Background: an optimization exercise with open tools, aiming at small area. Do not read the settings as production practice. Function was checked by simulation only, so behaviour that the tests miss may differ from the original.

==> flow/config.mk <==
export PLATFORM = sky130hd
export DESIGN_NAME = scs_core
export DESIGN_NICKNAME = scs_core
export VERILOG_FILES = /design/flow/design.v
export SDC_FILE = /design/flow/constraint.sdc
export NUM_CORES = 4
export LEC_CHECK = 0
export ABC_AREA = 1
export CAP_MARGIN = 20
export CORE_MARGIN = 2
export CORE_UTILIZATION = 40
export SLEW_MARGIN = 20
==> flow/constraint.sdc <==
create_clock -name core_clock -period 13.0 [get_ports {clk}]
set_input_delay 2.6000 -clock core_clock [delete_from_list [all_inputs] [get_ports {clk}]]
set_output_delay 2.6000 -clock core_clock [all_outputs]
set_load 0.01 [all_outputs]
==> flow/design.v <==
module scs_core (
    input  wire        clk,
    input  wire        rst,           
    output wire [15:0] imem_addr,
    input  wire [31:0] imem_rdata,
    input  wire        plen_we,       
    input  wire [15:0] plen_wdata,
    input  wire        start,         
    input  wire        exec_valid,    
    input  wire [31:0] exec_word,
    output wire [1:0]  state,
    output wire [3:0]  cause,
    output wire        busy,
    input  wire [4:0]  dbg_sel,
    output wire [31:0] dbg_data
);
    localparam [1:0] ST_IDLE    = 2'd0;
    localparam [1:0] ST_RUNNING = 2'd1;
    localparam [1:0] ST_HALTED  = 2'd2;
    localparam [1:0] ST_FAULTED = 2'd3;
    localparam [3:0] F_NONE       = 4'd0;
    localparam [3:0] F_ILLEGAL    = 4'd1;
    localparam [3:0] F_INVALID    = 4'd2;
    localparam [3:0] F_INCOMPLETE = 4'd3;
    localparam [3:0] F_ARITY      = 4'd4;
    localparam [3:0] F_UNDERFLOW  = 4'd5;
    localparam [3:0] F_OVERFLOW   = 4'd6;
    localparam [3:0] F_DIVZERO    = 4'd7;
    localparam [3:0] F_JUMPOOB    = 4'd8;
    localparam [3:0] F_NEGSHIFT   = 4'd9;
    localparam [4:0] OP_PUSH = 5'd1,  OP_POP  = 5'd2,  OP_ADD  = 5'd3,  OP_SUB  = 5'd4;
    localparam [4:0] OP_INC  = 5'd5,  OP_DEC  = 5'd6,  OP_IMUL = 5'd7,  OP_IDIV = 5'd8;
    localparam [4:0] OP_AND  = 5'd9,  OP_OR   = 5'd10, OP_XOR  = 5'd11, OP_SHL  = 5'd12;
    localparam [4:0] OP_SHR  = 5'd13, OP_CMP  = 5'd14, OP_JE   = 5'd15, OP_JMA  = 5'd16;
    localparam [4:0] OP_JNE  = 5'd17, OP_SKIP = 5'd18;
    localparam [4:0] A_SP = 5'd8, A_FL = 5'd9, A_PC = 5'd10, A_PLEN = 5'd11,
                     A_ST = 5'd12, A_IMM = 5'd13;
    localparam [4:0] M_IDLE = 5'd0,  M_START = 5'd1, M_INC  = 5'd2,  M_CHK  = 5'd3,
                     M_EX0  = 5'd4,  M_BIN2  = 5'd5, M_MUL1 = 5'd6,  M_MULL = 5'd7,
                     M_DIV1 = 5'd8,  M_DIV2  = 5'd9, M_DIV3 = 5'd10, M_DIV4 = 5'd11,
                     M_DIV5 = 5'd12, M_DIVL  = 5'd13, M_DIV6 = 5'd14, M_DIVS = 5'd15,
                     M_DIV7 = 5'd16, M_DIV8  = 5'd17, M_SH1  = 5'd18, M_SH2  = 5'd19,
                     M_SHL  = 5'd20, M_J2    = 5'd21, M_JS1  = 5'd22, M_JS2  = 5'd23,
                     M_JS3  = 5'd24;
    localparam [1:0] P_RD = 2'd0, P_SH = 2'd1, P_Z = 2'd2;
    localparam [1:0] R_SUM = 2'd0, R_AND = 2'd1, R_OR = 2'd2, R_XOR = 2'd3;
    reg [31:0] xr [0:7];      
    reg [31:0] sk [0:15];     
    reg [7:0]  xv;            
    reg [2:0]  off;
    reg [4:0]  sp;            
    reg        z, pf;
    reg [15:0] pc;
    reg [15:0] plen;
    reg [1:0]  st;
    reg [3:0]  cs;
    reg        exm;           
    reg [4:0]  ms;
    reg [5:0]  cnt;
    reg [31:0] ir;
    reg [31:0] t;
    reg [31:0] u;
    reg        f1, f2;
    assign imem_addr = pc;
    assign state     = st;
    assign cause     = cs;
    assign busy      = (ms != M_IDLE);
    wire [4:0]  op    = ir[4:0];
    wire [2:0]  fm    = ir[7:5];
    wire [2:0]  rs1   = ir[10:8];
    wire [2:0]  rs2   = ir[13:11];
    wire [2:0]  rd    = ir[16:14];
    wire [15:0] imm16 = ir[31:16];
    wire is_binop = (op == OP_ADD) || (op == OP_SUB) || (op == OP_IMUL) || (op == OP_IDIV) ||
                    (op == OP_AND) || (op == OP_OR)  || (op == OP_XOR)  || (op == OP_SHL)  ||
                    (op == OP_SHR);
    wire is_unop  = (op == OP_INC) || (op == OP_DEC);
    wire is_jump  = (op == OP_JE)  || (op == OP_JMA) || (op == OP_JNE);
    wire is_shift = (op == OP_SHL) || (op == OP_SHR);
    wire is_sub   = (op == OP_SUB) || (op == OP_CMP);
    localparam [2:0] C_EXEC = 3'd0, C_INCOMPLETE = 3'd1, C_ARITY = 3'd2, C_BADLIT = 3'd3, C_ILLEGAL = 3'd4;
    localparam [2:0] FMT_N = 3'd0, FMT_R1 = 3'd1, FMT_R2 = 3'd2, FMT_R3 = 3'd3, FMT_I = 3'd4;
    reg [2:0] cls_t;
    reg [2:0] fmt;
    always @(*) begin
        cls_t = C_ILLEGAL;
        fmt   = FMT_N;
        if (fm == 3'd6 || fm == 3'd7) begin
            cls_t = C_ILLEGAL;
        end else if (op == OP_PUSH || is_jump) begin
            case (fm)
                3'd0: cls_t = C_EXEC;
                3'd1: begin cls_t = C_EXEC; fmt = FMT_I; end
                3'd5: cls_t = C_BADLIT;
                default: cls_t = C_ARITY;
            endcase
        end else if (op == OP_POP || op == OP_SKIP) begin
            case (fm)
                3'd0: cls_t = C_EXEC;
                3'd5: cls_t = C_ILLEGAL;
                default: cls_t = C_ARITY;
            endcase
        end else if (is_binop) begin
            case (fm)
                3'd0: cls_t = C_EXEC;
                3'd1, 3'd2: cls_t = C_INCOMPLETE;
                3'd3: begin cls_t = C_EXEC; fmt = FMT_R3; end
                3'd4: cls_t = C_ARITY;
                default: cls_t = C_ILLEGAL;
            endcase
        end else if (is_unop) begin
            case (fm)
                3'd0: cls_t = C_EXEC;
                3'd1: begin cls_t = C_EXEC; fmt = FMT_R1; end
                3'd5: cls_t = C_ILLEGAL;
                default: cls_t = C_ARITY;
            endcase
        end else if (op == OP_CMP) begin
            case (fm)
                3'd0: cls_t = C_EXEC;
                3'd1: cls_t = C_INCOMPLETE;
                3'd2: begin cls_t = C_EXEC; fmt = FMT_R2; end
                3'd5: cls_t = C_ILLEGAL;
                default: cls_t = C_ARITY;
            endcase
        end
    end
    reg [31:0] mbz;
    always @(*) begin
        case (fmt)
            FMT_R1:  mbz = 32'hFFFFF800;
            FMT_R2:  mbz = 32'hFFFFC000;
            FMT_R3:  mbz = 32'hFFFE0000;
            FMT_I:   mbz = 32'h0000FF00;
            default: mbz = 32'hFFFFFF00;
        endcase
    end
    wire [2:0] cls = (cls_t == C_ILLEGAL)                        ? C_ILLEGAL :
                     ((ir & mbz) != 32'd0)                       ? C_ILLEGAL :
                     (fmt == FMT_I && is_jump && imm16 == 16'd0) ? C_ILLEGAL :
                     cls_t;
    wire sf     = (fm == 3'd0);             
    wire sp_emp = sp[4];                    
    wire sp_lt2 = sp[4] | (sp == 5'd0);     
    wire sp_ful = (sp == 5'd15);            
    reg [3:0] dfault;
    always @(*) begin
        dfault = F_NONE;
        case (cls)
            C_ILLEGAL:    dfault = F_ILLEGAL;
            C_INCOMPLETE: dfault = F_INCOMPLETE;
            C_ARITY:      dfault = F_ARITY;
            C_BADLIT:     dfault = F_INVALID;
            default: begin
                if (op == OP_PUSH) begin
                    if (sp_ful) dfault = F_OVERFLOW;
                end else if (op == OP_POP) begin
                    if (sp_emp) dfault = F_UNDERFLOW;
                end else if (is_binop || op == OP_CMP) begin
                    if (sf && sp_lt2) dfault = F_UNDERFLOW;
                end else if (is_unop || is_jump) begin
                    if (sf && sp_emp) dfault = F_UNDERFLOW;
                end
            end
        endcase
    end
    wire jcond = (op == OP_JE) ? z : ~z;
    wire [3:0] spm1 = sp[3:0] - 4'd1;
    wire [3:0] spp1 = sp[3:0] + 4'd1;
    wire [4:0] a_addr = sf ? {1'b1, spm1}    : {2'b00, rs1};    
    wire [4:0] b_addr = sf ? {1'b1, sp[3:0]} : {2'b00, rs2};    
    wire [4:0] d_addr = sf ? {1'b1, spm1}    : {2'b00, rd};     
    wire [4:0] u_addr = sf ? {1'b1, sp[3:0]} : {2'b00, rs1};    
    reg  [4:0]  fra;                                    
    wire [4:0]  ra    = busy ? fra : dbg_sel;
    wire [2:0]  rslot = ra[2:0] + off;
    reg [31:0] rdata;
    always @(*) begin
        if (ra[4]) begin
            rdata = sk[ra[3:0]];
        end else if (!ra[3]) begin
            rdata = xr[rslot] & {32{xv[rslot]}};
        end else begin
            case (ra[2:0])
                3'd0:    rdata = {{27{sp[4]}}, sp};
                3'd1:    rdata = {30'd0, pf, z};
                3'd2:    rdata = {16'd0, pc};
                3'd3:    rdata = {16'd0, plen};
                3'd4:    rdata = {16'd0, 10'd0, cs, st};
                default: rdata = {{16{imm16[15]}}, imm16};
            endcase
        end
    end
    assign dbg_data = rdata;
    reg [1:0] pm;
    reg       pbit_en, qen, qinv, cin;
    reg [1:0] rsel;
    wire [31:0] P = (pm == P_Z)  ? 32'd0 :
                    (pm == P_SH) ? {rdata[30:0], pbit_en & u[31]} : rdata;
    wire [31:0] Q = ({32{qen}} & t) ^ {32{qinv}};
    wire [32:0] s = {1'b0, P} + {1'b0, Q} + {32'd0, cin};
    wire        cout = s[32];
    wire        zero = (s[31:0] == 32'd0);
    wire        lt   = P[31] ^ Q[31] ^ cout;             
    reg [31:0] R;
    always @(*) begin
        case (rsel)
            R_AND:   R = P & Q;
            R_OR:    R = P | Q;
            R_XOR:   R = P ^ Q;
            default: R = s[31:0];
        endcase
    end
    reg       we;
    reg [4:0] wa;
    reg       t_ld, u_ld, u_sh;
    always @(*) begin
        fra = 5'd0; pm = P_RD; pbit_en = 1'b0; qen = 1'b0; qinv = 1'b0; cin = 1'b0;
        rsel = R_SUM; we = 1'b0; wa = 5'd0; t_ld = 1'b0; u_ld = 1'b0; u_sh = 1'b0;
        case (ms)
            M_START: begin fra = A_PC; t_ld = 1'b1; end
            M_INC:   begin fra = A_PC; cin = 1'b1; we = 1'b1; wa = A_PC; end
            M_CHK:   begin fra = A_PLEN; qen = 1'b1; qinv = 1'b1; cin = 1'b1; end
            M_EX0: begin
                if (op == OP_PUSH) begin
                    fra = sf ? 5'd0 : A_IMM;
                    we = (dfault == F_NONE); wa = {1'b1, spp1};
                end else if (op == OP_POP) begin
                    fra = {1'b1, sp[3:0]};
                    we = (dfault == F_NONE); wa = 5'd7;
                end else if (is_unop) begin
                    fra = u_addr; qinv = (op == OP_DEC); cin = (op == OP_INC);
                    we = (dfault == F_NONE); wa = u_addr;
                end else if (op == OP_IDIV) begin
                    fra = a_addr; t_ld = 1'b1;
                end else if (is_binop || op == OP_CMP) begin
                    fra = b_addr; t_ld = 1'b1;
                end else if (is_jump) begin
                    if (sf) begin
                        fra = A_PC; t_ld = 1'b1;
                    end else begin
                        fra = A_IMM; qinv = 1'b1;
                        we = (dfault == F_NONE) && jcond; wa = A_PC;
                    end
                end
            end
            M_BIN2: begin
                fra = a_addr; qen = 1'b1; qinv = is_sub; cin = is_sub;
                case (op)
                    OP_AND:  rsel = R_AND;
                    OP_OR:   rsel = R_OR;
                    OP_XOR:  rsel = R_XOR;
                    default: rsel = R_SUM;
                endcase
                we = (op != OP_CMP); wa = d_addr;
            end
            M_MUL1: begin fra = a_addr; u_ld = 1'b1; end
            M_MULL: begin
                fra = d_addr; pm = (cnt == 6'd31) ? P_Z : P_SH; qen = u[31];
                we = 1'b1; wa = d_addr; u_sh = 1'b1;
            end
            M_DIV1, M_DIV4: begin pm = P_Z; qen = 1'b1; qinv = t[31]; cin = t[31]; t_ld = 1'b1; end
            M_DIV2: begin pm = P_Z; qen = 1'b1; u_ld = 1'b1; end
            M_DIV3: begin fra = b_addr; t_ld = 1'b1; end
            M_DIV5: begin pm = P_Z; we = 1'b1; wa = d_addr; end
            M_DIVL: begin
                fra = d_addr; pm = P_SH; pbit_en = 1'b1; qen = 1'b1;
                qinv = ~rdata[31]; cin = ~rdata[31];
                we = 1'b1; wa = d_addr; u_sh = 1'b1;
            end
            M_DIV6: begin fra = d_addr; qen = rdata[31]; end
            M_DIVS: begin
                fra = d_addr; pm = P_SH; pbit_en = 1'b1;
                we = 1'b1; wa = d_addr; u_sh = 1'b1;
            end
            M_DIV7: begin fra = d_addr; t_ld = 1'b1; end
            M_DIV8: begin
                pm = P_Z; qen = 1'b1; qinv = f1; cin = f1 & ~f2;
                we = 1'b1; wa = d_addr;
            end
            M_SH1: begin
                fra = a_addr;
                if (op == OP_SHL) begin we = 1'b1; wa = d_addr; end
                else u_ld = 1'b1;
            end
            M_SH2: begin pm = P_Z; qinv = u[31]; we = 1'b1; wa = d_addr; end
            M_SHL: begin
                fra = d_addr; pm = P_SH; pbit_en = (op == OP_SHR);
                we = (cnt != 6'd0); wa = d_addr; u_sh = 1'b1;
            end
            M_J2:  begin fra = A_PC; qinv = 1'b1; we = 1'b1; wa = A_PC; end
            M_JS1: begin fra = {1'b1, sp[3:0]}; qen = 1'b1; t_ld = 1'b1; end
            M_JS2: begin fra = A_PLEN; qen = 1'b1; qinv = 1'b1; cin = 1'b1; end
            M_JS3: begin pm = P_Z; qen = 1'b1; we = 1'b1; wa = A_PC; end
            default: ;
        endcase
    end
    wire       we_x  = we && (wa[4:3] == 2'b00);
    wire       we_s  = we && wa[4];
    wire [2:0] wslot = wa[2:0] + off;
    always @(posedge clk) begin
        if (we_s) sk[wa[3:0]] <= R;
        if (we_x) xr[wslot] <= R;
    end
    wire [5:0] sh_k = (rdata[30:5] != 26'd0) ? 6'd32 : {1'b0, rdata[4:0]};
    wire [5:0] sh_n = (op == OP_SHL) ? sh_k : (6'd32 - sh_k);
    always @(posedge clk) begin
        if (t_ld) t <= R;
        if (u_ld) u <= R;
        else if (u_sh) u <= {u[30:0], ~s[31]};
        if (rst) begin
            xv   <= 8'd0;
            sp   <= 5'h1f;
            z    <= 1'b0;
            pf   <= 1'b0;
            pc   <= 16'd0;
            plen <= 16'd0;
            st   <= ST_IDLE;
            cs   <= F_NONE;
            exm  <= 1'b0;
            ms   <= M_IDLE;
        end else begin
            if (we && wa == A_PC) pc <= R[15:0];
            if (we_x) xv[wslot] <= 1'b1;
            case (ms)
                M_IDLE: begin
                    if (st == ST_IDLE) begin
                        if (plen_we) begin
                            plen <= plen_wdata;
                        end else if (start) begin
                            st <= ST_RUNNING;
                            ms <= M_START;
                        end else if (exec_valid) begin
                            ir  <= exec_word;
                            exm <= 1'b1;
                            ms  <= M_EX0;
                        end
                    end
                end
                M_START: ms <= M_CHK;
                M_INC:   ms <= M_START;
                M_CHK: begin
                    if (!cout || zero) begin
                        st <= ST_HALTED;
                        ms <= M_IDLE;
                    end else begin
                        ir <= imem_rdata;
                        ms <= M_EX0;
                    end
                end
                M_EX0: begin
                    if (dfault != F_NONE) begin
                        st <= ST_FAULTED; cs <= dfault; exm <= 1'b0; ms <= M_IDLE;
                    end else if (op == OP_PUSH) begin
                        sp <= sp + 5'd1;
                        if (sf) begin
                            off     <= off + 3'd1;
                            xv[off] <= 1'b0;
                        end
                        ms <= exm ? M_IDLE : M_INC; exm <= 1'b0;
                    end else if (op == OP_POP) begin
                        sp  <= sp - 5'd1;
                        off <= off - 3'd1;
                        ms <= exm ? M_IDLE : M_INC; exm <= 1'b0;
                    end else if (op == OP_IMUL) begin
                        ms <= M_MUL1;
                    end else if (op == OP_IDIV) begin
                        f1 <= rdata[31];
                        ms <= M_DIV1;
                    end else if (is_shift) begin
                        if (rdata[31]) begin
                            st <= ST_FAULTED; cs <= F_NEGSHIFT; exm <= 1'b0; ms <= M_IDLE;
                        end else begin
                            cnt <= sh_n;
                            ms  <= M_SH1;
                        end
                    end else if (is_binop || op == OP_CMP) begin
                        ms <= M_BIN2;
                    end else if (is_jump) begin
                        if (sf)          ms <= M_JS1;
                        else if (jcond)  ms <= M_J2;
                        else begin ms <= exm ? M_IDLE : M_INC; exm <= 1'b0; end
                    end else begin
                        ms <= exm ? M_IDLE : M_INC; exm <= 1'b0;
                    end
                end
                M_BIN2: begin
                    if (op == OP_CMP) begin
                        z  <= zero;
                        pf <= ~lt & ~zero;
                    end else if (sf) begin
                        sp <= sp - 5'd1;
                    end
                    ms <= exm ? M_IDLE : M_INC; exm <= 1'b0;
                end
                M_MUL1: begin cnt <= 6'd31; ms <= M_MULL; end
                M_MULL: begin
                    cnt <= cnt - 6'd1;
                    if (cnt == 6'd0) begin
                        if (sf) sp <= sp - 5'd1;
                        ms <= exm ? M_IDLE : M_INC; exm <= 1'b0;
                    end
                end
                M_DIV1: ms <= M_DIV2;
                M_DIV2: ms <= M_DIV3;
                M_DIV3: begin
                    if (zero) begin
                        st <= ST_FAULTED; cs <= F_DIVZERO; exm <= 1'b0; ms <= M_IDLE;
                    end else begin
                        f1 <= f1 ^ rdata[31];
                        ms <= M_DIV4;
                    end
                end
                M_DIV4: ms <= M_DIV5;
                M_DIV5: begin cnt <= 6'd31; ms <= M_DIVL; end
                M_DIVL: begin
                    cnt <= cnt - 6'd1;
                    if (cnt == 6'd0) ms <= M_DIV6;
                end
                M_DIV6: begin f2 <= ~zero; cnt <= 6'd31; ms <= M_DIVS; end
                M_DIVS: begin
                    cnt <= cnt - 6'd1;
                    if (cnt == 6'd0) ms <= M_DIV7;
                end
                M_DIV7: ms <= M_DIV8;
                M_DIV8: begin
                    if (sf) sp <= sp - 5'd1;
                    ms <= exm ? M_IDLE : M_INC; exm <= 1'b0;
                end
                M_SH1: ms <= (op == OP_SHL) ? M_SHL : M_SH2;
                M_SH2: ms <= M_SHL;
                M_SHL: begin
                    if (cnt == 6'd0) begin
                        if (sf) sp <= sp - 5'd1;
                        ms <= exm ? M_IDLE : M_INC; exm <= 1'b0;
                    end else begin
                        cnt <= cnt - 6'd1;
                    end
                end
                M_J2: begin ms <= exm ? M_IDLE : M_INC; exm <= 1'b0; end
                M_JS1: begin f1 <= rdata[31] & ~cout; ms <= M_JS2; end
                M_JS2: begin
                    if (f1 || !cout || zero) begin
                        st <= ST_FAULTED; cs <= F_JUMPOOB; exm <= 1'b0; ms <= M_IDLE;
                    end else begin
                        sp <= sp - 5'd1;
                        if (jcond) ms <= M_JS3;
                        else begin ms <= exm ? M_IDLE : M_INC; exm <= 1'b0; end
                    end
                end
                M_JS3: begin ms <= exm ? M_IDLE : M_INC; exm <= 1'b0; end
                default: ms <= M_IDLE;
            endcase
        end
    end
endmodule
==> flow/run.sh <==
#!/bin/bash
# synth_recipe.tcl (not shown) runs the flow's synth.tcl, then flattens the netlist and writes it again
# the make line also repeats each setting of config.mk as NAME=value (left out here)
make -C /OpenROAD-flow-scripts/flow DESIGN_CONFIG=/design/flow/config.mk WORK_HOME=/design/flow/orfs CLKGATE_MAP_FILE= SYNTH_SCRIPT=/design/flow/synth_recipe.tcl finish
==> results of run 1 <==
## final timing paths
kind,from,end,slack (ns),cells after the start
min reg2reg,xv[5]$_SDFF_PP0_,xv[5]$_SDFF_PP0_,0.48,2
min,xv[5]$_SDFF_PP0_,xv[5]$_SDFF_PP0_,0.48,2
max,dbg_sel[0],ir[23]$_DFFE_PP_,1.79,38
max reg2reg,ir[4]$_DFFE_PP_,ir[23]$_DFFE_PP_,1.94,47
## cells by family (layout without fill, tap and decap cells)
family,after synthesis,in the layout,synth area share [%]
AOI/OAI and AO/OA,634,634,8.26
xor gates and xnor gates,108,108,2.08
adders and majority gates,86,86,2.45
buffers and inverters,537,713,4.69
DFF,934,934,60.3
other,0,8,0
and+or+nand+nor,2436,2436,22.2
## critical path, delay by kind of cell
kind                       cells  cell delay, ns
AOI/OAI and AO/OA             10            2.79
xor gates and xnor gates       3            0.88
adders and majority gates      4            1.34
buffers and inverters          6            1.55
and+or+nand+nor               15            2.29
## cells in the mapped netlist (3+ instances only)
cell	instances
a2111oi_0	7
a211oi_1	7
a21o_1	3
a21oi_1	150
a221o_1	3
a221oi_1	12
a22oi_1	20
a31oi_1	10
a32o_1	18
a32oi_1	8
buf_1	27
buf_2	40
buf_4	15
clkbuf_1	149
clkinv_1	6
dfxtp_1	59
edfxtp_1	875
fa_1	5
ha_1	81
inv_1	260
inv_2	38
nand2_1	1571
nand2_2	7
nand3_1	311
nand4_1	134
nor2_1	342
nor2_2	12
nor2_4	5
nor3_1	19
nor4_1	20
o2111ai_1	3
o211ai_1	28
o21a_1	4
o21ai_0	261
o21ai_1	17
o21bai_1	4
o221ai_1	12
o22ai_1	45
o311ai_0	5
o31ai_1	5
xnor2_1	37
xor2_1	71
## state kept, by name, indices dropped and copies added, names as in the netlist, 2 cells and up
signal,count
sk,512
off,3
ms,5
cnt,6
t,32
ir,32
xr,256
plen,16
pc,16
st,2
xv,8
sp,5
cs,4
u,32
## routing by layer
metal	routed length (µm)	GRT usage [%]	vias to the layer above
li1	-	-	16500
met1	66100	37.0	17700
met2	69400	39.9	1630
met3	12200	3.40	254
met4	4650	8.55	2
met5	13	0	-
## through the flow
stage | area [µm²] | setup WS (ns) | instances
4_1_cts | 52000 | 1.87 | 6410
3_5_place_dp | 48900 | 1.18 | 6241
5_1_grt | 52000 | 1.11 | 6411
6_report | 52000 | 1.79 | 6419
3_3_place_gp | 48900 | 1.37 | 6239
2_1_floorplan | 45500 | 1.41 | 4735
## cell type report
cell class                      count  area (µm²)  area share, %
Inverter                          304        1150           2.21
Multi-Input combinational cell   3264       16300           31.4
Tap cell                         1500        1880           3.61
Sequential cell                   934       27500           52.8
Clock inverter                     52         438          0.842
Timing Repair Buffer              240        2190           4.20
Antenna cell                        8        20.0         0.0385
Clock buffer                      117        2590           4.97
==> summary.txt, run 1 <==
Clock tree
  – Worst skew pair latency: 0.71 ns
  – Clock sink count: 934
  – H-tree levels: 3
  – Clock Tree Buf Depth: 3
  – Root Buffer: clkbuf_16
  – CTS tree: done
  – Clock transition at path regs: 0.06 ns
  – # Post-CTS Setup Buffers: 0
  – CTS Buf Count: 97
  – Post-cts sizing count: 0
  – CTS Hold Bufs: 0

Synth
  – Async SR Flop Fraction: 0%
  – Synth area leader: edfxtp_1
  – Fraction of the yosys area taken by sequential cells: 60.3%
  – #FFs+latches synth: 934
  – Top_reg_cell synth: edfxtp_1
  – Cell Area, Synth: 45500 µm²
  – Top post-synthesis cells by area: edfxtp_1, nand2_1, nand3_1
  – Synthesized area per cell: 9.61 µm²
  – Yosys Warn Count: 1
  – Distinct cells, synth: 62
  – Syn Inst Count: 4735
  – Post-synth EDFFs: 875
  – Top cell type's share of synthesized area: 57.7%

Flow run
  – Max Cap Viol: 0

Worst setup path
  – Startpoint Class: input port
  – CP max FO: 31
  – Most used cell, CP: nand2_1
  – CP max stage cell: a2111oi_4
  – Crit end category: flip-flop
  – WP data arrival: 11.53 ns
  – WS Path Type: input port to flip-flop
  – Critical path's largest stage delay: 0.51 ns
  – Worst endpoint required time: 13.32 ns

Timing
  – Setup TNS: 0 ns
  – Tcrit/Tclk final: 86.3%
  – Max Clk Rate: 89.2 MHz
  – Unrepaired setup endpoints after global routing: false
  – Slew HR: 27.9%
  – Slew @ Worst Pin: 1.07 ns
  – WHS: 0.479 ns
  – Fin. Hold Viols: 0
  – Final slew viol count: 0
  – Setup Viol. Count Final: 0
  – Worst Clk Skew: 0.0505 ns
  – Period minus WS final: 11.21 ns

Cells and area
  – Layout area overhead: 14.3%
  – Fillcell total: 10600
  – Fin nets: 5017
  – Layout cells sized above 1: 7.35%
  – Most frequent cells in the layout: nand2_1, edfxtp_1, nor2_1
  – Commonest non-fill, non-tap cell in the layout: nand2_1
  – Final core utilization: 46.2%

GRT
  – Largest net degree at the start of global routing: 95
  – Total grt overflow: 0
  – Initial antenna violation count: 4
  – First-pass GRT wire length: 223000 µm
  – Gr usage total: 25.6%
  – Vias in the first global route: 33500

Drt
  – Iteration-0 DRC count of the detailed router: 4290
  – Final wirelength: 152000 µm
  – DR vias/cell: 5.63
  – Initial DRT Pass Iterations: 6
  – Detail Route Antenna Nets: 0
  – Total number of vias: 36100
  – Drt wl/cell: 23.7 µm
  – Residual DRC: 0

Die
  – Die height: 341 µm
  – # IOs: 145
  – Initial Util: 40.4%
  – Total core area: 113000 µm²
  – Die Wd: 341 µm
  – # rows: 123
  – Die Area: 117000 µm²

Placement
  – GP Congestion: 0.984
  – PortBufs: 144
  – Post-DP HPWL: 95000 µm

Run status
  – Status: finished clean

Worst hold path
  – Hold/Removal Path Class: flip-flop to flip-flop
==> run 2, diff against run 1 <==
--- a/flow/design.v
+++ b/flow/design.v
@@ -35,5 +35,5 @@
     localparam [4:0] OP_JNE  = 5'd17, OP_SKIP = 5'd18;
     localparam [4:0] A_SP = 5'd8, A_FL = 5'd9, A_PC = 5'd10, A_PLEN = 5'd11,
-                     A_ST = 5'd12, A_IMM = 5'd13;
+                     A_ST = 5'd12, A_IMM = 5'd13, A_ZERO = 5'd14;
     localparam [4:0] M_IDLE = 5'd0,  M_START = 5'd1, M_INC  = 5'd2,  M_CHK  = 5'd3,
                      M_EX0  = 5'd4,  M_BIN2  = 5'd5, M_MUL1 = 5'd6,  M_MULL = 5'd7,
@@ -42,5 +42,5 @@
                      M_DIV7 = 5'd16, M_DIV8  = 5'd17, M_SH1  = 5'd18, M_SH2  = 5'd19,
                      M_SHL  = 5'd20, M_J2    = 5'd21, M_JS1  = 5'd22, M_JS2  = 5'd23,
-                     M_JS3  = 5'd24;
+                     M_JS3  = 5'd24, M_J1 = 5'd25;
     localparam [1:0] P_RD = 2'd0, P_SH = 2'd1, P_Z = 2'd2;
     localparam [1:0] R_SUM = 2'd0, R_AND = 2'd1, R_OR = 2'd2, R_XOR = 2'd3;
@@ -58,5 +58,5 @@
     reg [4:0]  ms;
     reg [5:0]  cnt;
-    reg [31:0] ir;
+    reg [16:0] ir;            
     reg [31:0] t;
     reg [31:0] u;
@@ -71,5 +71,6 @@
     wire [2:0]  rs2   = ir[13:11];
     wire [2:0]  rd    = ir[16:14];
-    wire [15:0] imm16 = ir[31:16];
+    wire [15:0] imm16 = t[15:0];      
+    wire [31:0] iw    = {t[15:0], ir[15:0]};
     wire is_binop = (op == OP_ADD) || (op == OP_SUB) || (op == OP_IMUL) || (op == OP_IDIV) ||
                     (op == OP_AND) || (op == OP_OR)  || (op == OP_XOR)  || (op == OP_SHL)  ||
@@ -137,5 +138,5 @@
     end
     wire [2:0] cls = (cls_t == C_ILLEGAL)                        ? C_ILLEGAL :
-                     ((ir & mbz) != 32'd0)                       ? C_ILLEGAL :
+                     ((iw & mbz) != 32'd0)                       ? C_ILLEGAL :
                      (fmt == FMT_I && is_jump && imm16 == 16'd0) ? C_ILLEGAL :
                      cls_t;
@@ -188,5 +189,5 @@
                 3'd3:    rdata = {16'd0, plen};
                 3'd4:    rdata = {16'd0, 10'd0, cs, st};
-                default: rdata = {{16{imm16[15]}}, imm16};
+                default: rdata = 32'd0;
             endcase
         end
@@ -196,6 +197,5 @@
     reg       pbit_en, qen, qinv, cin;
     reg [1:0] rsel;
-    wire [31:0] P = (pm == P_Z)  ? 32'd0 :
-                    (pm == P_SH) ? {rdata[30:0], pbit_en & u[31]} : rdata;
+    wire [31:0] P = (pm == P_SH) ? {rdata[30:0], pbit_en & u[31]} : rdata;
     wire [31:0] Q = ({32{qen}} & t) ^ {32{qinv}};
     wire [32:0] s = {1'b0, P} + {1'b0, Q} + {32'd0, cin};
@@ -215,4 +215,6 @@
     reg [4:0] wa;
     reg       t_ld, u_ld, u_sh;
+    wire [31:0] iw_in = (ms == M_CHK) ? imem_rdata : exec_word;
+    wire        t_imm = (ms == M_CHK) || (ms == M_IDLE && exec_valid);
     always @(*) begin
         fra = 5'd0; pm = P_RD; pbit_en = 1'b0; qen = 1'b0; qinv = 1'b0; cin = 1'b0;
@@ -224,5 +226,5 @@
             M_EX0: begin
                 if (op == OP_PUSH) begin
-                    fra = sf ? 5'd0 : A_IMM;
+                    fra = sf ? 5'd0 : A_ZERO; qen = ~sf;
                     we = (dfault == F_NONE); wa = {1'b1, spp1};
                 end else if (op == OP_POP) begin
@@ -240,5 +242,5 @@
                         fra = A_PC; t_ld = 1'b1;
                     end else begin
-                        fra = A_IMM; qinv = 1'b1;
+                        fra = A_ZERO; qen = 1'b1;
                         we = (dfault == F_NONE) && jcond; wa = A_PC;
                     end
@@ -257,11 +259,11 @@
             M_MUL1: begin fra = a_addr; u_ld = 1'b1; end
             M_MULL: begin
-                fra = d_addr; pm = (cnt == 6'd31) ? P_Z : P_SH; qen = u[31];
+                fra = (cnt == 6'd31) ? A_ZERO : d_addr; pm = P_SH; qen = u[31];
                 we = 1'b1; wa = d_addr; u_sh = 1'b1;
             end
-            M_DIV1, M_DIV4: begin pm = P_Z; qen = 1'b1; qinv = t[31]; cin = t[31]; t_ld = 1'b1; end
-            M_DIV2: begin pm = P_Z; qen = 1'b1; u_ld = 1'b1; end
+            M_DIV1, M_DIV4: begin fra = A_ZERO; qen = 1'b1; qinv = t[31]; cin = t[31]; t_ld = 1'b1; end
+            M_DIV2: begin fra = A_ZERO; qen = 1'b1; u_ld = 1'b1; end
             M_DIV3: begin fra = b_addr; t_ld = 1'b1; end
-            M_DIV5: begin pm = P_Z; we = 1'b1; wa = d_addr; end
+            M_DIV5: begin fra = A_ZERO; we = 1'b1; wa = d_addr; end
             M_DIVL: begin
                 fra = d_addr; pm = P_SH; pbit_en = 1'b1; qen = 1'b1;
@@ -276,5 +278,5 @@
             M_DIV7: begin fra = d_addr; t_ld = 1'b1; end
             M_DIV8: begin
-                pm = P_Z; qen = 1'b1; qinv = f1; cin = f1 & ~f2;
+                fra = A_ZERO; qen = 1'b1; qinv = f1; cin = f1 & ~f2;
                 we = 1'b1; wa = d_addr;
             end
@@ -284,13 +286,13 @@
                 else u_ld = 1'b1;
             end
-            M_SH2: begin pm = P_Z; qinv = u[31]; we = 1'b1; wa = d_addr; end
+            M_SH2: begin fra = A_ZERO; qinv = u[31]; we = 1'b1; wa = d_addr; end
             M_SHL: begin
                 fra = d_addr; pm = P_SH; pbit_en = (op == OP_SHR);
                 we = (cnt != 6'd0); wa = d_addr; u_sh = 1'b1;
             end
-            M_J2:  begin fra = A_PC; qinv = 1'b1; we = 1'b1; wa = A_PC; end
+            M_J1, M_J2:  begin fra = A_PC; qinv = 1'b1; we = 1'b1; wa = A_PC; end
             M_JS1: begin fra = {1'b1, sp[3:0]}; qen = 1'b1; t_ld = 1'b1; end
             M_JS2: begin fra = A_PLEN; qen = 1'b1; qinv = 1'b1; cin = 1'b1; end
-            M_JS3: begin pm = P_Z; qen = 1'b1; we = 1'b1; wa = A_PC; end
+            M_JS3: begin fra = A_ZERO; qen = 1'b1; we = 1'b1; wa = A_PC; end
             default: ;
         endcase
@@ -306,5 +308,6 @@
     wire [5:0] sh_n = (op == OP_SHL) ? sh_k : (6'd32 - sh_k);
     always @(posedge clk) begin
-        if (t_ld) t <= R;
+        if (t_imm) t <= {{16{iw_in[31]}}, iw_in[31:16]};
+        else if (t_ld) t <= R;
         if (u_ld) u <= R;
         else if (u_sh) u <= {u[30:0], ~s[31]};
@@ -332,5 +335,5 @@
                             ms <= M_START;
                         end else if (exec_valid) begin
-                            ir  <= exec_word;
+                            ir  <= exec_word[16:0];
                             exm <= 1'b1;
                             ms  <= M_EX0;
@@ -345,5 +348,5 @@
                         ms <= M_IDLE;
                     end else begin
-                        ir <= imem_rdata;
+                        ir <= imem_rdata[16:0];
                         ms <= M_EX0;
                     end
@@ -379,5 +382,5 @@
                     end else if (is_jump) begin
                         if (sf)          ms <= M_JS1;
-                        else if (jcond)  ms <= M_J2;
+                        else if (jcond)  ms <= M_J1;
                         else begin ms <= exm ? M_IDLE : M_INC; exm <= 1'b0; end
                     end else begin
@@ -438,4 +441,5 @@
                     end
                 end
+                M_J1: ms <= M_J2;
                 M_J2: begin ms <= exm ? M_IDLE : M_INC; exm <= 1'b0; end
                 M_JS1: begin f1 <= rdata[31] & ~cout; ms <= M_JS2; end
==> flow/flow/run.sh (new file) <==
#!/bin/bash
# Own layout flow: the standard synthesis, then an area-oriented re-mapping
# of the combinational logic with ABC (flip-flops are left untouched: same
# instances, names and cell types), then the standard layout steps.
# Each tool's output goes to a flow_*.log file in the work folder.
set -euo pipefail
cd "$(dirname "$0")/.."
WORK=$(pwd)
FLOW_HOME=${FLOW_HOME:-/OpenROAD-flow-scripts/flow}
YOSYS=$FLOW_HOME/../tools/install/yosys/bin/yosys
[[ -x $YOSYS ]] || YOSYS=yosys
RES=$WORK/orfs/results/sky130hd/scs_core/base

# 1. standard synthesis
bash standard.sh synth > $WORK/flow_synth.log 2>&1

# 2. re-map the combinational logic
cp $RES/1_2_yosys.v $WORK/std_1_2_yosys.v
LIB=$FLOW_HOME/platforms/sky130hd/lib/sky130_fd_sc_hd__tt_025C_1v80.lib
DU=$(grep -o 'sky130_fd_sc_hd__lpflow[a-z0-9_]*\|sky130_fd_sc_hd__probe[a-z0-9_]*' $FLOW_HOME/platforms/sky130hd/config.mk | sed 's/^/-dont_use /' | tr '\n' ' ')
cat > $WORK/remap.ys <<EOS
read_liberty -ignore_miss_func $LIB
blackbox sky130_fd_sc_hd__edfxtp_1 sky130_fd_sc_hd__dfxtp_1 sky130_fd_sc_hd__dfrtp_1 sky130_fd_sc_hd__dfstp_1 sky130_fd_sc_hd__conb_1
read_verilog $WORK/std_1_2_yosys.v
hierarchy -top scs_core
flatten
opt_clean -purge
abc -liberty $LIB $DU -script "+strash;&get -n;&fraig -x;&put;scorr;dc2;dretime;strash;&get -n;&dch -f;&nf -R 1000;&put"
opt_clean -purge
hilomap -singleton -hicell sky130_fd_sc_hd__conb_1 HI -locell sky130_fd_sc_hd__conb_1 LO
insbuf -buf sky130_fd_sc_hd__buf_4 A X
opt_clean -purge
tee -o $WORK/remap_check.txt check
tee -o $WORK/remap_stat.txt stat -liberty $LIB
write_verilog -noattr -nohex -nodec $WORK/remap_1_2_yosys.v
EOS
$YOSYS -s $WORK/remap.ys > $WORK/flow_remap.log 2>&1

# same flip-flop instances, by name and cell type, as the standard synthesis
ffs() { grep -oE '^\s*sky130_fd_sc_hd__(edfxtp|dfxtp|dfrtp|dfstp)_[0-9]+ \S+' "$1" | awk '{print $1, $2}' | sort; }
if ! diff <(ffs $WORK/std_1_2_yosys.v) <(ffs $WORK/remap_1_2_yosys.v) > $WORK/flow_ffdiff.log; then
  echo "flip-flops differ after re-mapping" >&2; exit 1
fi

cp $WORK/remap_1_2_yosys.v $RES/1_2_yosys.v
rm -f $RES/1_synth.odb $RES/1_synth.sdc

# 3. standard layout, with smaller port buffers and a clock tree built from
#    larger sink clusters without dummy loads
export BUFFER_PORTS_ARGS="-buffer_cell sky130_fd_sc_hd__buf_1"
export CTS_ARGS="-sink_clustering_enable -repair_clock_nets -dont_use_dummy_load -sink_clustering_size 20 -sink_clustering_max_diameter 100"
bash standard.sh finish > $WORK/flow_layout.log 2>&1
==> flow/standard.sh (new file) <==
#!/bin/bash
# synth_recipe.tcl (not shown) runs the flow's synth.tcl, then flattens the netlist and writes it again
# the make line also repeats each setting of config.mk as NAME=value (left out here)
make -C /OpenROAD-flow-scripts/flow DESIGN_CONFIG=/design/flow/config.mk WORK_HOME=/design/flow/orfs CLKGATE_MAP_FILE= SYNTH_SCRIPT=/design/flow/synth_recipe.tcl "${@:-finish}"
--- a/flow/config.mk
+++ b/flow/config.mk
@@ -9,4 +9,5 @@
 export CAP_MARGIN = 20
 export CORE_MARGIN = 2
-export CORE_UTILIZATION = 40
+export CORE_UTILIZATION = 55
+export PLACE_DENSITY = 0.7
 export SLEW_MARGIN = 20
removed: flow/run.sh
==> run 2 against run 1 <==
- still clean
- hold slack got worse by 0.017 ns
- register-to-register slack got worse by 1.2 ns
- cell count decreased by 30%
- via count decreased by 15%
- final area decreased by 15%
- clock skew increased by 0.035 ns
- flip-flop and latch count decreased by 15
- utilization increased by 16 points
- global-route usage increased by 9.4 points
- wire length decreased by 14%
- sequential share of layout area increased by 8.1 points
==> summary.txt, run 2 <==
Cells and area
  – Most frequent cells in the layout: edfxtp_1, nand2_1, a21oi_1
  – Layout cells sized above 1: 7.64% (+0.29 points)
  – Max FFs per register: 512 (unchanged)
  – Fin nets: 3652 (-27%)
  – Layout area overhead: 11.3%
  – Commonest non-fill, non-tap cell in the layout: edfxtp_1
  – Post-route insts no fill: 4512 (-30%)

Die
  – # rows: 98 (-20%)
  – Total core area: 71600 µm² (-36%)
  – Die Area: 74600 µm² (-36%)
  – # IOs: 145 (unchanged)
  – Die Wd: 273 µm (-20%)
  – Die height: 273 µm (-20%)
  – Initial Util: 55.6% (+15 points)

GRT
  – Largest net degree at the start of global routing: 87 (-8.4%)
  – Vias in the first global route: 29500 (-12%)
  – First-pass GRT wire length: 193000 µm (-14%)
  – Gr usage total: 35.0% (+9.4 points)
  – Total grt overflow: 0 (unchanged)
  – Initial antenna violation count: 3 (-1)

Drt
  – DR vias/cell: 6.78 (+21%)
  – Final wirelength: 132000 µm (-14%)
  – Total number of vias: 30600 (-15%)
  – Iteration-0 DRC count of the detailed router: 4508 (+5.1%)
  – Detail Route Antenna Nets: 0 (unchanged)
  – Residual DRC: 0 (unchanged)
  – Drt wl/cell: 29.2 µm (+23%)
  – Initial DRT Pass Iterations: 8 (+2)

Timing
  – Slew @ Worst Pin: 1.16 ns (+0.0829 ns)
  – Final WS setup: 0.788 ns (-0.999 ns)
  – WHS: 0.462 ns (-0.0173 ns)
  – Period minus WS final: 12.21 ns (+0.999 ns)
  – Slew HR: 22.8% (-5.1 points)
  – Worst Clk Skew: 0.0858 ns (+0.0353 ns)
  – Unrepaired setup endpoints after global routing: false
  – Tcrit/Tclk final: 93.9% (+7.7 points)
  – Max Clk Rate: 81.9 MHz (-8.2%)
  – Fin. Hold Viols: 0 (unchanged)
  – Setup Viol. Count Final: 0 (unchanged)
  – Final slew viol count: 0 (unchanged)

Worst setup path
  – Crit path from: ir[0]$_DFFE_PP_
  – CP max FO: 40 (+29%)
  – CP max stage cell: edfxtp_1
  – WS Path Type: flip-flop to flip-flop
  – Crit end category: flip-flop
  – Critical path's largest stage delay: 0.66 ns (+0.15 ns)
  – Startpoint Class: flip-flop
  – WP data arrival: 12.67 ns (+1.14 ns)
  – Reg-to-reg setup timing slack: 0.79 ns (-1.15 ns)
  – FF-to-FF Start: ir[0]$_DFFE_PP_
  – Worst endpoint required time: 13.45 ns (+0.13 ns)

Placement
  – Post-DP HPWL: 86900 µm (-8.6%)
  – Placed insts: 4457 (-29%)
  – Placement Setup Slack: 0.534 ns (-0.646 ns)
  – PortBufs: 144 (unchanged)
  – GP Congestion: 0.969 (-1.5%)

Synth
  – Cell Area, Synth: 39800 µm² (-12%)
  – Yosys Warn Count: 1 (unchanged)
  – Syn Inst Count: 3254 (-31%)
  – Synthesized area per cell: 12.2 µm² (+27%)

Clock tree
  – Worst skew pair latency: 0.66 ns (-0.05 ns)
  – Root Buffer: clkbuf_16
  – CTS Hold Bufs: 0 (unchanged)
  – Clock transition at path regs: 0.08 ns (+0.02 ns)
  – CTS tree: done
  – CTS Buf Count: 53 (-45%)
  – Clock sink count: 919 (-1.6%)
  – Clock Tree Buf Depth: 3 (unchanged)
  – H-tree levels: 2 (-1)
  – # Post-CTS Setup Buffers: 0 (unchanged)
  – Post-cts sizing count: 0 (unchanged)

Flow run
  – Max Cap Viol: 0 (unchanged)

Run status
  – Status: finished clean

Worst hold path
  – Hold/Removal Path Class: flip-flop to flip-flop
  – HP Start: plen[6]$_SDFFE_PP0P_
run 2: layout make-up:
type	instances	area [µm²]
diodes	2	5.00
fillers	5675	27200
well taps	950	1190
multi-input cells	2266	13100
inverters	47	181
flip-flops and latches	919	27000
clock buffers	53	1330
repair buffers	275	1550
run 2: final timing paths:
path | end | cells past startpoint
min | plen[6]$_SDFFE_PP0P_ | 2
max | cs[1]$_SDFFE_PP0P_ | 51
max reg2reg | cs[1]$_SDFFE_PP0P_ | 51
min reg2reg | plen[6]$_SDFFE_PP0P_ | 2
run 2: worst max-delay path, delay by kind of cell, from the launching register on:
family / cells / cell delay [ns]
flops: 1 / 0.66
xor+xnor: 3 / 0.67
mux: 1 / 0.19
buf+inv: 4 / 1.11
simple gates: 33 / 7.43
compound gates: 10 / 1.96
run 2: metrics by stage:
stage / utilization [%] / instance area [µm²] / setup TNS (ns)
4_1_cts: 61.9 / 44300 / 0
3_3_place_gp: 60.0 / 43000 / 0
5_1_grt: 61.9 / 44400 / 0
6_report: 62.0 / 44400 / 0
2_1_floorplan: - / 40100 / -18.15
3_5_place_dp: 60.1 / 43000 / 0
run 2: routing by layer:
metal	GRT usage, %	vias to the layer above	part of all wire [%]
met4	15.1	0	4.9
met5	0	-	0
met3	5.18	299	11
li1	-	13300	-
met1	49.6	15000	39
met2	54.4	1942	46
==> run 3, diff against run 2 <==
--- a/flow/design.v
+++ b/flow/design.v
@@ -55,5 +55,4 @@
     reg [1:0]  st;
     reg [3:0]  cs;
-    reg        exm;           
     reg [4:0]  ms;
     reg [5:0]  cnt;
@@ -66,4 +65,5 @@
     assign cause     = cs;
     assign busy      = (ms != M_IDLE);
+    wire [4:0] done_ms = (st == ST_IDLE) ? M_IDLE : M_INC;
     wire [4:0]  op    = ir[4:0];
     wire [2:0]  fm    = ir[7:5];
@@ -177,19 +177,16 @@
     wire [2:0]  rslot = ra[2:0] + off;
     reg [31:0] rdata;
+    integer k;
     always @(*) begin
-        if (ra[4]) begin
-            rdata = sk[ra[3:0]];
-        end else if (!ra[3]) begin
-            rdata = xr[rslot] & {32{xv[rslot]}};
-        end else begin
-            case (ra[2:0])
-                3'd0:    rdata = {{27{sp[4]}}, sp};
-                3'd1:    rdata = {30'd0, pf, z};
-                3'd2:    rdata = {16'd0, pc};
-                3'd3:    rdata = {16'd0, plen};
-                3'd4:    rdata = {16'd0, 10'd0, cs, st};
-                default: rdata = 32'd0;
-            endcase
-        end
+        rdata = 32'd0;
+        for (k = 0; k < 8; k = k + 1)
+            rdata = rdata | (xr[k] & {32{(ra[4:3] == 2'b00) && (rslot == k) && xv[k]}});
+        for (k = 0; k < 16; k = k + 1)
+            rdata = rdata | (sk[k] & {32{ra[4] && (ra[3:0] == k)}});
+        rdata = rdata | ({{27{sp[4]}}, sp} & {32{ra == 5'd8}})
+                      | ({30'd0, pf, z} & {32{ra == 5'd9}})
+                      | ({16'd0, pc} & {32{ra == 5'd10}})
+                      | ({16'd0, plen} & {32{ra == 5'd11}})
+                      | ({16'd0, 10'd0, cs, st} & {32{ra == 5'd12}});
     end
     assign dbg_data = rdata;
@@ -203,13 +200,8 @@
     wire        zero = (s[31:0] == 32'd0);
     wire        lt   = P[31] ^ Q[31] ^ cout;             
-    reg [31:0] R;
-    always @(*) begin
-        case (rsel)
-            R_AND:   R = P & Q;
-            R_OR:    R = P | Q;
-            R_XOR:   R = P ^ Q;
-            default: R = s[31:0];
-        endcase
-    end
+    wire        mh = (rsel != R_AND);
+    wire        mg = (rsel == R_AND) || (rsel == R_OR);
+    wire [31:0] R  = (rsel == R_SUM) ? s[31:0] :
+                     (((P ^ Q) & {32{mh}}) | (P & Q & {32{mg}}));
     reg       we;
     reg [4:0] wa;
@@ -321,5 +313,4 @@
             st   <= ST_IDLE;
             cs   <= F_NONE;
-            exm  <= 1'b0;
             ms   <= M_IDLE;
         end else begin
@@ -336,5 +327,4 @@
                         end else if (exec_valid) begin
                             ir  <= exec_word[16:0];
-                            exm <= 1'b1;
                             ms  <= M_EX0;
                         end
@@ -354,5 +344,5 @@
                 M_EX0: begin
                     if (dfault != F_NONE) begin
-                        st <= ST_FAULTED; cs <= dfault; exm <= 1'b0; ms <= M_IDLE;
+                        st <= ST_FAULTED; cs <= dfault; ms <= M_IDLE;
                     end else if (op == OP_PUSH) begin
                         sp <= sp + 5'd1;
@@ -361,9 +351,9 @@
                             xv[off] <= 1'b0;
                         end
-                        ms <= exm ? M_IDLE : M_INC; exm <= 1'b0;
+                        ms <= done_ms;
                     end else if (op == OP_POP) begin
                         sp  <= sp - 5'd1;
                         off <= off - 3'd1;
-                        ms <= exm ? M_IDLE : M_INC; exm <= 1'b0;
+                        ms <= done_ms;
                     end else if (op == OP_IMUL) begin
                         ms <= M_MUL1;
@@ -373,5 +363,5 @@
                     end else if (is_shift) begin
                         if (rdata[31]) begin
-                            st <= ST_FAULTED; cs <= F_NEGSHIFT; exm <= 1'b0; ms <= M_IDLE;
+                            st <= ST_FAULTED; cs <= F_NEGSHIFT; ms <= M_IDLE;
                         end else begin
                             cnt <= sh_n;
@@ -383,7 +373,7 @@
                         if (sf)          ms <= M_JS1;
                         else if (jcond)  ms <= M_J1;
-                        else begin ms <= exm ? M_IDLE : M_INC; exm <= 1'b0; end
+                        else begin ms <= done_ms; end
                     end else begin
-                        ms <= exm ? M_IDLE : M_INC; exm <= 1'b0;
+                        ms <= done_ms;
                     end
                 end
@@ -395,5 +385,5 @@
                         sp <= sp - 5'd1;
                     end
-                    ms <= exm ? M_IDLE : M_INC; exm <= 1'b0;
+                    ms <= done_ms;
                 end
                 M_MUL1: begin cnt <= 6'd31; ms <= M_MULL; end
@@ -402,5 +392,5 @@
                     if (cnt == 6'd0) begin
                         if (sf) sp <= sp - 5'd1;
-                        ms <= exm ? M_IDLE : M_INC; exm <= 1'b0;
+                        ms <= done_ms;
                     end
                 end
@@ -409,5 +399,5 @@
                 M_DIV3: begin
                     if (zero) begin
-                        st <= ST_FAULTED; cs <= F_DIVZERO; exm <= 1'b0; ms <= M_IDLE;
+                        st <= ST_FAULTED; cs <= F_DIVZERO; ms <= M_IDLE;
                     end else begin
                         f1 <= f1 ^ rdata[31];
@@ -429,5 +419,5 @@
                 M_DIV8: begin
                     if (sf) sp <= sp - 5'd1;
-                    ms <= exm ? M_IDLE : M_INC; exm <= 1'b0;
+                    ms <= done_ms;
                 end
                 M_SH1: ms <= (op == OP_SHL) ? M_SHL : M_SH2;
@@ -436,5 +426,5 @@
                     if (cnt == 6'd0) begin
                         if (sf) sp <= sp - 5'd1;
-                        ms <= exm ? M_IDLE : M_INC; exm <= 1'b0;
+                        ms <= done_ms;
                     end else begin
                         cnt <= cnt - 6'd1;
@@ -442,16 +432,16 @@
                 end
                 M_J1: ms <= M_J2;
-                M_J2: begin ms <= exm ? M_IDLE : M_INC; exm <= 1'b0; end
+                M_J2: begin ms <= done_ms; end
                 M_JS1: begin f1 <= rdata[31] & ~cout; ms <= M_JS2; end
                 M_JS2: begin
                     if (f1 || !cout || zero) begin
-                        st <= ST_FAULTED; cs <= F_JUMPOOB; exm <= 1'b0; ms <= M_IDLE;
+                        st <= ST_FAULTED; cs <= F_JUMPOOB; ms <= M_IDLE;
                     end else begin
                         sp <= sp - 5'd1;
                         if (jcond) ms <= M_JS3;
-                        else begin ms <= exm ? M_IDLE : M_INC; exm <= 1'b0; end
+                        else begin ms <= done_ms; end
                     end
                 end
-                M_JS3: begin ms <= exm ? M_IDLE : M_INC; exm <= 1'b0; end
+                M_JS3: begin ms <= done_ms; end
                 default: ms <= M_IDLE;
             endcase
==> run 3 against run 2 <==
- still clean
- area after synthesis fell by 3.3%
- fmax up 1.5%
- register-to-register slack better by 0.18 ns
- non-clock buffer count down 21
- synthesized cell count down 10%
- final area is 3.7% lower
- flip-flop and latch count shrank 1
- cell count decreased by 8.2%
- setup slack improved by 0.18 ns
- sequential share of layout area up 2.3 points
- critical endpoint unchanged
- largest cell class unchanged
==> summary.txt, run 3 <==
Cells and area
  – Antenna cells: 0 (-2)
  – Layout cells sized above 1: 7.40% (-0.24 points)
  – Multi-input gate area: 11600 µm² (-11%)
  – Register area: 27000 µm² (about the same)
  – Most frequent cells in the layout: edfxtp_1, nand2_1, nor2_1
  – Commonest non-fill, non-tap cell in the layout: edfxtp_1
  – Layout area overhead: 10.9%
  – Max FFs per register: 512 (unchanged)
  – Fin nets: 3296 (-9.7%)
  – Fillcell total: 5421 (-4.5%)

Clock tree
  – # Post-CTS Setup Buffers: 0 (unchanged)
  – Root Buffer: clkbuf_16
  – Clock Tree Buf Depth: 3 (unchanged)
  – Clock sink count: 918 (-0.11%)
  – Clock transition at path regs: 0.08 ns (about the same)
  – CTS tree: done
  – CTS Buf Count: 53 (unchanged)
  – Worst skew pair latency: 0.65 ns (about the same)
  – H-tree levels: 2 (unchanged)

Drt
  – Initial DRT Pass Iterations: 6 (-2)
  – Detail Route Antenna Nets: 0 (unchanged)
  – Iteration-0 DRC count of the detailed router: 5012 (+11%)
  – Final wirelength: 133000 µm (+1.1%)
  – Residual DRC: 0 (unchanged)
  – Total number of vias: 28800 (-6.0%)
  – Drt wl/cell: 32.1 µm (+10%)
  – DR vias/cell: 6.94 (+2.4%)

Placement
  – Post-DP HPWL: 81900 µm (-5.7%)
  – PortBufs: 144 (unchanged)
  – GP Congestion: 0.999 (+3.0%)
  – Placement Setup Slack: 0.0956 ns (-0.438 ns)

Worst setup path
  – WP data arrival: 12.47 ns (-0.20 ns)
  – WS Path Type: flip-flop to flip-flop
  – Startpoint Class: flip-flop
  – Worst Path Buf+Inv: 4 (unchanged)
  – Crit end category: flip-flop
  – CP max FO: 31 (-23%)
  – Critical path's largest stage delay: 0.69 ns (+0.03 ns)
  – Worst endpoint required time: 13.44 ns (about the same)
  – CP max stage cell: or4_1
  – CP top delay family: simple AND/OR/NAND/NOR gates

GRT
  – Largest net degree at the start of global routing: 61 (-30%)
  – Gr usage total: 36.6% (+1.5 points)
  – First-pass GRT wire length: 188000 µm (-2.6%)
  – Total grt overflow: 0 (unchanged)
  – Initial antenna violation count: 2 (-1)
  – Vias in the first global route: 26900 (-8.5%)

Die
  – Total core area: 69700 µm² (-2.7%)
  – Die height: 269 µm (-1.6%)
  – # rows: 97 (-1.0%)
  – Die Area: 72200 µm² (-3.3%)
  – Die Wd: 269 µm (-1.6%)
  – # IOs: 145 (unchanged)
  – Initial Util: 55.3% (-0.34 points)

Timing
  – Period minus WS final: 12.03 ns (-0.179 ns)
  – Setup TNS: 0 ns (unchanged)
  – Slew HR: 16.6% (-6.2 points)
  – Final slew viol count: 0 (unchanged)
  – Max Clk Rate: 83.1 MHz (+1.5%)
  – Setup Viol. Count Final: 0 (unchanged)
  – Tcrit/Tclk final: 92.6% (-1.4 points)
  – Slew @ Worst Pin: 1.24 ns (+0.0836 ns)
  – Final WS setup: 0.967 ns (+0.179 ns)
  – Fin. Hold Viols: 0 (unchanged)
  – Worst Clk Skew: 0.0752 ns (-0.0106 ns)
  – Unrepaired setup endpoints after global routing: false

Run status
  – Status: finished clean

Synth
  – Syn Inst Count: 2919 (-10%)
  – Synthesized area per cell: 13.2 µm² (+7.8%)
  – Cell Area, Synth: 38500 µm² (-3.3%)
  – Yosys Warn Count: 1 (unchanged)

Worst hold path
  – Hold/Removal Path Class: flip-flop to flip-flop

Flow run
  – Max Cap Viol: 0 (unchanged)
[run 3: stage by stage]
stage	cell area [µm²]	hold WS (ns)	util [%]	cells
2_1_floorplan	38500	0.430	-	2919
3_3_place_gp	41300	0.446	59.3	4088
3_5_place_dp	41300	0.451	59.3	4088
4_1_cts	42600	0.467	61.2	4141
5_1_grt	42700	0.482	61.4	4144
6_report	42700	0.469	61.4	4144
[run 3: area by class of cell]
type | count | area share (%)
Tap cell | 940 | 2.75
Sequential cell | 918 | 63.1
Clock buffer | 53 | 3.10
Multi-Input combinational cell | 1911 | 27.2
Inverter | 68 | 0.597
Timing Repair Buffer | 254 | 3.23
[run 3: metal layers]
layer  up-vias  part of all wire (%)  GRT usage, %  wire length [µm]
met2      2068                    45          57.0             60500
li1      12100                     -             -                 -
met1     14200                    36          49.8             48200
met5         -                 0.027             0                36
met4         4                   5.7          17.5              7530
met3       408                    13          7.00             16800
[run 3: final timing paths]
check	from	end	slack, ns	cells after the start
setup / recovery	ir[4]$_DFFE_PP_	cs[1]$_SDFFE_PP0P_	0.97	53
setup reg to reg	ir[4]$_DFFE_PP_	cs[1]$_SDFFE_PP0P_	0.97	53
hold / removal	plen[3]$_SDFFE_PP0P_	plen[3]$_SDFFE_PP0P_	0.47	2
hold reg to reg	plen[3]$_SDFFE_PP0P_	plen[3]$_SDFFE_PP0P_	0.47	2
[run 3: timing repair]
item / in CTS / in global routing
gates resized for setup: 0 / 13
endpoints found under the setup margin: 0 / 177
hold buffers: 0 / 0
[run 3: worst reg2reg max path, delay by kind of cell (launching register included)]
kind                      cells  cell delay [ns]
and+or+nand+nor              28             5.59
AOI/OAI and AO/OA            18             4.34
buffers and inverters         4             0.75
xor gates and xnor gates      2             0.51
DFF                           1             0.47
muxes                         1             0.24
==> run 4, diff against run 3 <==
--- a/flow/flow/run.sh
+++ b/flow/flow/run.sh
@@ -49,4 +49,5 @@
 #    larger sink clusters without dummy loads
 export BUFFER_PORTS_ARGS="-buffer_cell sky130_fd_sc_hd__buf_1"
-export CTS_ARGS="-sink_clustering_enable -repair_clock_nets -dont_use_dummy_load -sink_clustering_size 20 -sink_clustering_max_diameter 100"
+export CTS_ARGS="-sink_clustering_enable -repair_clock_nets -dont_use_dummy_load -sink_clustering_size 25 -sink_clustering_max_diameter 100"
+export REMOVE_ABC_BUFFERS=1
 bash standard.sh finish > $WORK/flow_layout.log 2>&1
==> run 4 against run 3 <==
- utilization decreased by 0.13 points
- flip-flop and latch count unchanged
- hold slack about the same
- count of clock-buffer cells in the layout decreased by 8
- cell count increased by 0.29%
- global-route usage increased by 0.92 points
==> summary.txt, run 4 <==
Clock tree
  – CTS tree: done
  – CTS Buf Count: 45 (-15%)
  – H-tree levels: 2 (unchanged)
  – Clock sink count: 918 (unchanged)
  – Worst skew pair latency: 0.66 ns (about the same)
  – Clock Tree Buf Depth: 3 (unchanged)
  – Clock transition at path regs: 0.09 ns (about the same)
  – Root Buffer: clkbuf_16

Cells and area
  – Antenna cells: 0 (unchanged)
  – Layout area overhead: 10.7%
  – Layout cells sized above 1: 7.59% (+0.19 points)
  – Commonest non-fill, non-tap cell in the layout: edfxtp_1
  – Max FFs per register: 512 (unchanged)
  – Post-route insts no fill: 4156 (+0.29%)
  – Fin nets: 3308 (+0.36%)
  – Most frequent cells in the layout: edfxtp_1, nand2_1, nor2_1
  – Fillcell total: 5468 (+0.87%)

Placement
  – GP Congestion: 0.993 (-0.57%)
  – PortBufs: 144 (unchanged)
  – Post-DP HPWL: 85300 µm (+4.2%)
  – Placed insts: 4103 (+0.37%)

Run status
  – Status: finished clean

Die
  – Die Area: 72200 µm² (unchanged)
  – # IOs: 145 (unchanged)
  – Initial Util: 55.3% (unchanged)
  – Die Wd: 269 µm (unchanged)
  – Total core area: 69700 µm² (unchanged)
  – # rows: 97 (unchanged)
  – Die height: 269 µm (unchanged)

Timing
  – Slew HR: 25.6% (+9.0 points)
  – Setup TNS: 0 ns (unchanged)
  – Unrepaired setup endpoints after global routing: false
  – Max Clk Rate: 81.6 MHz (-1.8%)
  – Fin. Hold Viols: 0 (unchanged)
  – Final slew viol count: 0 (unchanged)
  – Worst Clk Skew: 0.101 ns (+0.0257 ns)
  – Slew @ Worst Pin: 1.12 ns (-0.125 ns)
  – Period minus WS final: 12.25 ns (+0.219 ns)
  – Setup Viol. Count Final: 0 (unchanged)
  – Tcrit/Tclk final: 94.2% (+1.7 points)

Worst setup path
  – CP max stage cell: a2111o_1
  – Worst reg-to-reg path cell count: 55 (+3.8%)
  – CP max FO: 12 (-61%)
  – Reg-to-reg setup timing slack: 0.75 ns (-0.22 ns)
  – Crit path from: ir[3]$_DFFE_PP_
  – Most used cell, CP: nor2_1
  – Critical path's largest stage delay: 0.57 ns (-0.12 ns)
  – WP data arrival: 12.72 ns (+0.25 ns)
  – FF-to-FF Start: ir[3]$_DFFE_PP_
  – Crit end category: flip-flop
  – Worst endpoint required time: 13.47 ns (+0.03 ns)
  – WS Path Type: flip-flop to flip-flop
  – Startpoint Class: flip-flop

Drt
  – Final wirelength: 136000 µm (+2.5%)
  – Residual DRC: 0 (unchanged)
  – Iteration-0 DRC count of the detailed router: 4984 (-0.56%)
  – Detail Route Antenna Nets: 0 (unchanged)
  – Initial DRT Pass Iterations: 9 (+3)
  – DR vias/cell: 6.95 (+0.12%)
  – Drt wl/cell: 32.8 µm (+2.2%)
  – Total number of vias: 28900 (+0.41%)

Synth
  – Syn Inst Count: 2919 (unchanged)
  – Yosys Warn Count: 1 (unchanged)
  – Synthesized area per cell: 13.2 µm² (unchanged)
  – Cell Area, Synth: 38500 µm² (unchanged)

GRT
  – Gr usage total: 37.5% (+0.92 points)
  – Total grt overflow: 0 (unchanged)
  – Vias in the first global route: 27000 (+0.30%)
  – Initial antenna violation count: 1 (-1)
  – Largest net degree at the start of global routing: 61 (unchanged)
  – First-pass GRT wire length: 191000 µm (+1.8%)

Flow run
  – Max Cap Viol: 0 (unchanged)

Worst hold path
  – HP Start: plen[10]$_SDFFE_PP0P_
  – Cell count of the worst hold path: 2 (unchanged)
  – Hold/Removal Path Class: flip-flop to flip-flop
[run 4: layer usage]
layer | part of all wire [%] | up-vias | track usage (%)
met3 | 13 | 331 | 6.91
met2 | 46 | 2083 | 58.8
met4 | 4.9 | 2 | 16.5
li1 | - | 12100 | -
met5 | 0.0095 | - | 0
met1 | 37 | 14300 | 51.6
[run 4: critical path: cells and delay by family, from the launching register on]
| kind | cells | cell delay [ns] |
|---|---|---|
| compound gates | 21 | 5.29 |
| buf+inv | 5 | 0.79 |
| flops | 1 | 0.47 |
| simple gates | 27 | 5.02 |
| xor+xnor | 2 | 0.52 |
[run 4: path summary, 6_finish.rpt]
check                     endpoint
max             cs[0]$_SDFFE_PP0P_
min          plen[10]$_SDFFE_PP0P_
max reg2reg     cs[0]$_SDFFE_PP0P_
min reg2reg  plen[10]$_SDFFE_PP0P_
[run 4: cell type report]
| class | instances | area [µm²] | area share (%) |
|---|---|---|---|
| Inverter | 68 | 255 | 0.598 |
| Tap cell | 940 | 1180 | 2.76 |
| Clock buffer | 45 | 1130 | 2.64 |
| Multi-Input combinational cell | 1911 | 11600 | 27.2 |
| Timing Repair Buffer | 274 | 1530 | 3.58 |
| Sequential cell | 918 | 27000 | 63.3 |
[run 4: metrics by stage]
step                instance area, µm²  hold WS (ns)  util, %  setup WS [ns]
floorplan                        38400         0.430        -          0.288
global placement                 41400         0.449     59.4          0.345
detailed placement               41400         0.456     59.4          0.180
CTS                              42500         0.469     61.1          0.160
global route                     42700         0.500     61.2        0.00655
finish                           42700         0.469     61.2          0.748
[run 4: repair_timing]
action                                  CTS  global route
hold endpoints to repair                  0             0
gates resized for setup                   0            10
hold buffers                              0             0
setup buffers                             0             7
endpoints found under the setup margin    0            53

[what the ideal ports hide]
No port has a modelled driver above. Below, the same layouts with a new extraction and two added sets of constraints. Step 1, drivers: a clkbuf_16 drives clk and a buf_2 each remaining input, both assumed. Step 2 times the ports against the registers' clock, not the clock port: input delays grow and output delays shrink by t, the midpoint of the rising clock arrivals with the driver on. Three values: ideal, step 1, step 2; two values: the first two.
| run | t (ns) | slack for setup (ns) | worst setup path after step 2 |
|---|---|---|---|
| run 1 | 0.755 | 1.787 / 1.832 / 1.077 | input to register |
| run 2 | 0.681 | 0.788 / 0.788 / 0.302 | input to register |
| run 3 | 0.680 | 0.967 / 0.967 / 0.484 | input to register |
| run 4 | 0.677 | 0.748 / 0.748 / 0.215 | input to register |
After both steps setup and hold are still met in every run listed. For run 1, which loses most, drivers alone change the setup slack by +0.045 ns; drivers and shift together by -0.710 ns.
